Background: an optimization exercise with open tools, aiming at small area, a short achievable clock period and few clock cycles per item. Do not read the settings as production practice. RTL that was checked went through simulation tests only; none was proved equivalent to the original. Power is estimated from default activity; no workload was simulated.

Setup of v6:
==> flow/design.v <==
module ssp_xform (
    input  wire        clk,
    input  wire        rst,
    input  wire        cfg_we,
    input  wire [7:0]  cfg_addr,
    input  wire [15:0] cfg_wdata,
    input  wire        cmd_valid,
    output wire        cmd_ready,
    input  wire [63:0] cmd_word,
    output wire        mem_en,
    output wire [14:0] mem_addr,
    input  wire [7:0]  mem_rdata,
    output reg         res_valid,
    input  wire        res_ready,
    output reg  [31:0] res_data,
    output wire [3:0]  res_err
);
    localparam AW = 15;
    reg [AW-1:0]   amask;
    reg [AW:0]     bussize;
    reg [AW:0]     srclen;
    reg            dshare;
    reg [5:0]      gsh;
    reg [4*AW-1:0] aord;     
    reg [3*8-1:0]  dord;     
    reg [3*8-1:0]  eord;
    reg [5*32-1:0] gord;     
    reg        cq_we;
    reg [7:0]  cq_addr;
    reg [15:0] cq_wdata;
    always @(posedge clk) begin
        cq_we    <= cfg_we;
        cq_addr  <= cfg_addr;
        cq_wdata <= cfg_wdata;
    end
    always @(posedge clk) begin
        if (cq_we) begin
            case (cq_addr)
                8'h10: amask   <= cq_wdata[AW-1:0];
                8'h11: bussize <= cq_wdata[AW:0];
                8'h12: srclen  <= cq_wdata[AW:0];
                8'h13: dshare  <= cq_wdata[0];
                8'h16: gsh     <= 6'd32 - cq_wdata[5:0];
                default: ;
            endcase
        end
    end
    genvar k;
    generate
        for (k = 0; k < AW; k = k + 1) begin : g_aord_wr
            always @(posedge clk)
                if (cq_we && cq_addr == 8'h20 + k)
                    aord[4*k +: 4] <= cq_wdata[3:0];
        end
        for (k = 0; k < 8; k = k + 1) begin : g_dord_wr
            always @(posedge clk) begin
                if (cq_we && cq_addr == 8'h40 + k)
                    dord[3*k +: 3] <= cq_wdata[2:0];
                if (cq_we && cq_addr == 8'h48 + k)
                    eord[3*k +: 3] <= cq_wdata[2:0];
            end
        end
        for (k = 0; k < 32; k = k + 1) begin : g_gord_wr
            always @(posedge clk)
                if (cq_we && cq_addr == 8'h60 + k)
                    gord[5*k +: 5] <= cq_wdata[4:0];
        end
    endgenerate
    reg  s_full;
    reg  rdy_q;
    wire go = !s_full;
    assign cmd_ready = rdy_q;
    wire [7:0] w_op  = cmd_word[7:0];
    wire [1:0] w_sel = cmd_word[9:8];
    wire w_rsv8  = |cmd_word[31:10];
    wire w_perm  = (w_op == 8'h10) && !w_rsv8;
    wire w_memop = (w_op[7:1] == 7'h10);
    wire w_mem   = w_memop && !w_rsv8 && (w_sel == 2'd0);
    reg        a_valid;
    reg        a_perm;       
    reg        a_mem;        
    reg [1:0]  a_sel;
    reg        a_isd;        
    reg        a_ise;
    reg        a_op0;
    reg [31:0] a_x;
    always @(posedge clk) begin
        if (rst)
            a_valid <= 1'b0;
        else if (go)
            a_valid <= cmd_valid && rdy_q;
        if (go) begin
            a_perm  <= w_perm;
            a_mem   <= w_mem;
            a_sel   <= w_sel;
            a_isd   <= (w_sel == 2'd1);
            a_ise   <= (w_sel == 2'd2);
            a_op0   <= w_op[0];
            a_x     <= {cmd_word[63:32+AW],
                        cmd_word[32+AW-1:32] ^ (amask & {AW{w_memop}})};
        end
    end
    wire a_isg = !(a_isd || a_ise);
    wire [AW-1:0] pa;
    wire [31:0]   gb;
    generate
        for (k = 0; k < AW; k = k + 1) begin : g_abank
            wire [15:0] xv = {1'b0, a_x[AW-1:0]};
            assign pa[k] = xv[aord[4*(14-k) +: 4]];
        end
        for (k = 0; k < 32; k = k + 1) begin : g_gbank
            wire [4:0] idx;
            if (k < 8) begin : g_de
                assign idx = ({5{a_isg}} & gord[5*(31-k) +: 5]) |
                             ({5{a_isd}} & {2'b0, dord[3*(7-k) +: 3]}) |
                             ({5{a_ise}} & {2'b0, eord[3*(7-k) +: 3]});
            end else begin : g_g
                assign idx = gord[5*(31-k) +: 5];
            end
            assign gb[k] = a_x[idx];
        end
    endgenerate
    wire oor  = (|a_x[31:16]) || ({a_x[15], a_x[AW-1:0] ^ amask} >= bussize);
    wire phys = ({1'b0, pa} >= srclen);
    wire ill  = !(a_mem || a_perm) || (a_perm && a_sel == 2'd2 && dshare);
    reg          b_valid;
    reg          b_fetch;      
    reg [AW-1:0] b_pa;         
    reg [AW-1:0] b_lo;         
    reg [31:AW]  b_hi;         
    reg          b_km;         
    reg          b_ka;         
    reg          b_kd;
    reg          b_kg;
    reg [1:0]    b_err;
    reg          b_use_e;
    always @(posedge clk) begin
        if (rst) begin
            b_valid <= 1'b0;
            b_fetch <= 1'b0;
        end else if (go) begin
            b_valid <= a_valid;
            b_fetch <= a_valid && a_mem && !oor && !phys;
        end
        if (go) begin
            b_pa    <= pa;
            b_lo    <= a_mem ? a_x[AW-1:0] : gb[AW-1:0];
            b_hi    <= a_mem ? a_x[31:AW]  : gb[31:AW];
            b_km    <= a_mem;
            b_ka    <= a_perm && a_sel == 2'd0;
            b_kd    <= a_perm && (a_sel == 2'd1 || (a_sel == 2'd2 && !dshare));
            b_kg    <= a_perm && a_sel == 2'd3;
            b_err   <= ill    ? 2'd3 :
                       !a_mem ? 2'd0 :
                       oor    ? 2'd1 :
                       phys   ? 2'd2 : 2'd0;
            b_use_e <= a_op0 && !dshare;
        end
    end
    assign mem_en   = b_fetch;
    assign mem_addr = b_pa;
    wire [31:0] b_g     = {b_hi, b_lo} >> gsh;
    wire [31:0] b_data  = ({32{b_km}} & {b_hi, b_lo ^ amask}) |
                          ({32{b_ka}} & {17'd0, b_pa}) |
                          ({32{b_kd}} & {24'd0, b_lo[7:0]}) |
                          ({32{b_kg}} & b_g);
    reg        c_valid;
    reg        c_fetch;      
    reg        c_fresh;      
    reg        c_use_e;
    reg [1:0]  c_err;
    reg [31:0] c_data;
    wire [7:0] dx;
    generate
        for (k = 0; k < 8; k = k + 1) begin : g_dperm
            wire [2:0] di = c_use_e ? eord[3*(7-k) +: 3] : dord[3*(7-k) +: 3];
            assign dx[k] = mem_rdata[di];
        end
    endgenerate
    wire c_fix = c_fresh && c_fetch && !go;
    always @(posedge clk) begin
        if (rst) begin
            c_valid <= 1'b0;
            c_fetch <= 1'b0;
            c_fresh <= 1'b0;
        end else if (go) begin
            c_valid <= b_valid;
            c_fetch <= b_fetch;
            c_fresh <= 1'b1;
        end else begin
            c_fresh <= 1'b0;
            if (c_fix) c_fetch <= 1'b0;
        end
        if (go) begin
            c_use_e <= b_use_e;
            c_err   <= b_err;
            c_data  <= b_data;
        end else if (c_fix) begin
            c_data  <= {24'd0, dx};
        end
    end
    wire [31:0] c_res_data = c_fetch ? {24'd0, dx} : c_data;
    wire [2:0]  c_res_err  = {c_err != 2'd0, c_err == 2'd3, c_err == 2'd2};
    reg [2:0]  r_err;
    reg [31:0] s_data;
    reg [2:0]  s_err;
    assign res_err = {1'b0, r_err};
    wire take = res_valid && res_ready;
    always @(posedge clk)
        rdy_q <= !cfg_we && (s_full ? take : (!res_valid || take || !c_valid));
    always @(posedge clk) begin
        if (rst) begin
            res_valid <= 1'b0;
            s_full    <= 1'b0;
        end else if (s_full) begin
            if (take) s_full <= 1'b0;
        end else begin
            if (!res_valid || take)
                res_valid <= c_valid;
            else if (c_valid)
                s_full <= 1'b1;
        end
        if (s_full) begin
            if (take) begin
                res_data <= s_data;
                r_err    <= s_err;
            end
        end else if (!res_valid || take) begin
            res_data <= c_res_data;
            r_err    <= c_res_err;
        end
        if (go) begin
            s_data <= c_res_data;
            s_err  <= c_res_err;
        end
    end
endmodule
export LEC_CHECK = 0
export ABC_CLOCK_PERIOD_IN_PS = 3000
export CAP_MARGIN = 20
export CORE_MARGIN = 2
export CORE_UTILIZATION = 60
export SLEW_MARGIN = 20
create_clock -name core_clock -period 10.0 [get_ports {clk}]
standard.sh (not shown) runs the stock make flow with config.mk's settings and CLKGATE_MAP_FILE= SYNTH_SCRIPT=/design/flow/synth_recipe.tcl, a recipe that flattens the netlist after the stock synthesis.
==> flow/flow/run.sh <==
#!/bin/bash
set -euo pipefail
MARGIN=$(cat flow/margin.txt)
bash standard.sh SETUP_SLACK_MARGIN=$MARGIN \
  "BUFFER_PORTS_ARGS=-buffer_cell sky130_fd_sc_hd__buf_2" \
  "CTS_ARGS=-sink_clustering_enable -repair_clock_nets -dont_use_dummy_load -sink_clustering_size 25 -sink_clustering_max_diameter 120" \
  finish > flow_make.log 2>&1
==> flow/flow/margin.txt <==
6.5
Inputs modified between v6 and v7:
-- flow/design.v --
<<< v6, line 75
    wire w_rsv8  = |cmd_word[31:10];
    wire w_perm  = (w_op == 8'h10) && !w_rsv8;
    wire w_memop = (w_op[7:1] == 7'h10);
    wire w_mem   = w_memop && !w_rsv8 && (w_sel == 2'd0);
    reg        a_valid;
    reg        a_perm;       
    reg        a_mem;        
    reg [1:0]  a_sel;
    reg        a_isd;        
    reg        a_ise;
    reg        a_op0;
    reg [31:0] a_x;
>>> v7, line 75
    wire w_rsv8  = |cmd_word[31:10];
    wire w_perm  = (w_op == 8'h10) && !w_rsv8;
    wire w_mem   = (w_op[7:1] == 7'h10) && !w_rsv8 && (w_sel == 2'd0);
    reg        a_valid;
    reg        a_perm;       
    reg        a_mem;        
    reg [1:0]  a_sel;
    reg        a_op0;
    reg [31:0] a_x;
<<< v6, line 94
            a_mem   <= w_mem;
            a_sel   <= w_sel;
            a_isd   <= (w_sel == 2'd1);
            a_ise   <= (w_sel == 2'd2);
            a_op0   <= w_op[0];
            a_x     <= {cmd_word[63:32+AW],
                        cmd_word[32+AW-1:32] ^ (amask & {AW{w_memop}})};
        end
    end
    wire a_isg = !(a_isd || a_ise);
    wire [AW-1:0] pa;
    wire [31:0]   gb;
>>> v7, line 91
            a_mem   <= w_mem;
            a_sel   <= w_sel;
            a_op0   <= w_op[0];
            a_x     <= {cmd_word[63:32+AW],
                        cmd_word[32+AW-1:32] ^ (amask & {AW{w_mem}})};
        end
    end
    wire a_de = a_sel[1] ^ a_sel[0];
    wire [AW-1:0] pa;
    wire [31:0]   gb;
<<< v6, line 112
            wire [4:0] idx;
            if (k < 8) begin : g_de
                assign idx = ({5{a_isg}} & gord[5*(31-k) +: 5]) |
                             ({5{a_isd}} & {2'b0, dord[3*(7-k) +: 3]}) |
                             ({5{a_ise}} & {2'b0, eord[3*(7-k) +: 3]});
            end else begin : g_g
                assign idx = gord[5*(31-k) +: 5];
>>> v7, line 107
            wire [4:0] idx;
            if (k < 8) begin : g_de
                wire [2:0] di = a_sel[1] ? eord[3*(7-k) +: 3] : dord[3*(7-k) +: 3];
                assign idx = a_de ? {2'b0, di} : gord[5*(31-k) +: 5];
            end else begin : g_g
                assign idx = gord[5*(31-k) +: 5];
<<< v6, line 129
    reg [AW-1:0] b_lo;         
    reg [31:AW]  b_hi;         
    reg          b_km;         
    reg          b_ka;         
    reg          b_kd;
    reg          b_kg;
    reg [1:0]    b_err;
    reg          b_use_e;
>>> v7, line 123
    reg [AW-1:0] b_lo;         
    reg [31:AW]  b_hi;         
    reg [1:0]    b_kind;
    reg          b_ill;
    reg [1:0]    b_err;
    reg          b_use_e;
<<< v6, line 147
            b_lo    <= a_mem ? a_x[AW-1:0] : gb[AW-1:0];
            b_hi    <= a_mem ? a_x[31:AW]  : gb[31:AW];
            b_km    <= a_mem;
            b_ka    <= a_perm && a_sel == 2'd0;
            b_kd    <= a_perm && (a_sel == 2'd1 || (a_sel == 2'd2 && !dshare));
            b_kg    <= a_perm && a_sel == 2'd3;
            b_err   <= ill    ? 2'd3 :
                       !a_mem ? 2'd0 :
>>> v7, line 139
            b_lo    <= a_mem ? a_x[AW-1:0] : gb[AW-1:0];
            b_hi    <= a_mem ? a_x[31:AW]  : gb[31:AW];
            b_kind  <= a_mem ? 2'd0 : {a_sel[1] | a_sel[0], !(a_sel[1] ^ a_sel[0])};
            b_ill   <= ill;
            b_err   <= ill    ? 2'd3 :
                       !a_mem ? 2'd0 :
<<< v6, line 160
    assign mem_en   = b_fetch;
    assign mem_addr = b_pa;
    wire [31:0] b_g     = {b_hi, b_lo} >> gsh;
    wire [31:0] b_data  = ({32{b_km}} & {b_hi, b_lo ^ amask}) |
                          ({32{b_ka}} & {17'd0, b_pa}) |
                          ({32{b_kd}} & {24'd0, b_lo[7:0]}) |
                          ({32{b_kg}} & b_g);
    reg        c_valid;
    reg        c_fetch;      
>>> v7, line 150
    assign mem_en   = b_fetch;
    assign mem_addr = b_pa;
    wire [31:0] b_g     = {b_hi, b_lo} >> ((b_kind == 2'd3) ? gsh : 6'd0);
    wire [31:0] b_data  = b_ill             ? 32'd0 :
                          (b_kind == 2'd0)  ? {b_hi, b_lo ^ amask} :
                          (b_kind == 2'd1)  ? {17'd0, b_pa} :
                          (b_kind == 2'd2)  ? {24'd0, b_lo[7:0]} : b_g;
    reg        c_valid;
    reg        c_fetch;      
- v7 vs v6: count of non-CTS buffers in the layout up in v7
- Taking v6 as the reference point, the placement row count of v7 falls by 1.
- The run showing the greater fmax is v7.
- When v7 is measured against v6, its shortest clock period the worst path allows after layout turns out 0.18 ns lower.
- In v7, tightest slew margin relative to the limit is lower than in v6.
- When the final numbers for v7 and v6 were put side by side, the total routing usage reported by global routing turned out to be smaller in v6.
- On number of vias per cell after detailed routing, v7 tracks v6 almost exactly.
- The fraction of area in clock buffers and inverters was comparable across v7 and v6.
- b_fetch as the worst setup path endpoint was reported by v6, and b_err[1] by v7.
- Summary of v7 over v6: post-route standard cell area excluding fillers increased about 0.5%, overall power of the completed layout increased 2.8%, clock sink count decreased 3.
- v6 -> v7: filler cell count decreased by a few percent
Testbench counts of v7, summed over its fixed seeds: cycles 16,040, items 16,000.
For v6, only the layout was checked, not whether the RTL still works.

-- what the ideal ports hide --
In the flow no input, the clock included, has a driving cell. The finished layouts below were timed again as built, in two steps.
Step 1, drivers: a clkbuf_16 drives clk and a buf_2 each remaining input, both assumed.
Step 2 also shifts input and output timing later by t, the mid clock arrival at the registers, as if the neighbouring blocks saw the same clock.
Three values: no drivers, after step 1, after step 2; two values: the first two.
run | t (ns) | setup slack, ns | worst hold slack (ns)
v6 | 0.647 | 6.462 / 6.462 / 6.051 | 0.432 / 0.432 / 0.432
v7 | 0.668 | 6.637 / 6.571 / 6.098 | 0.438 / 0.438 / 0.438
After both steps every run listed still meets setup and hold. For v7, which loses most, drivers alone change the setup slack by -0.066 ns; drivers and shift together by -0.539 ns.
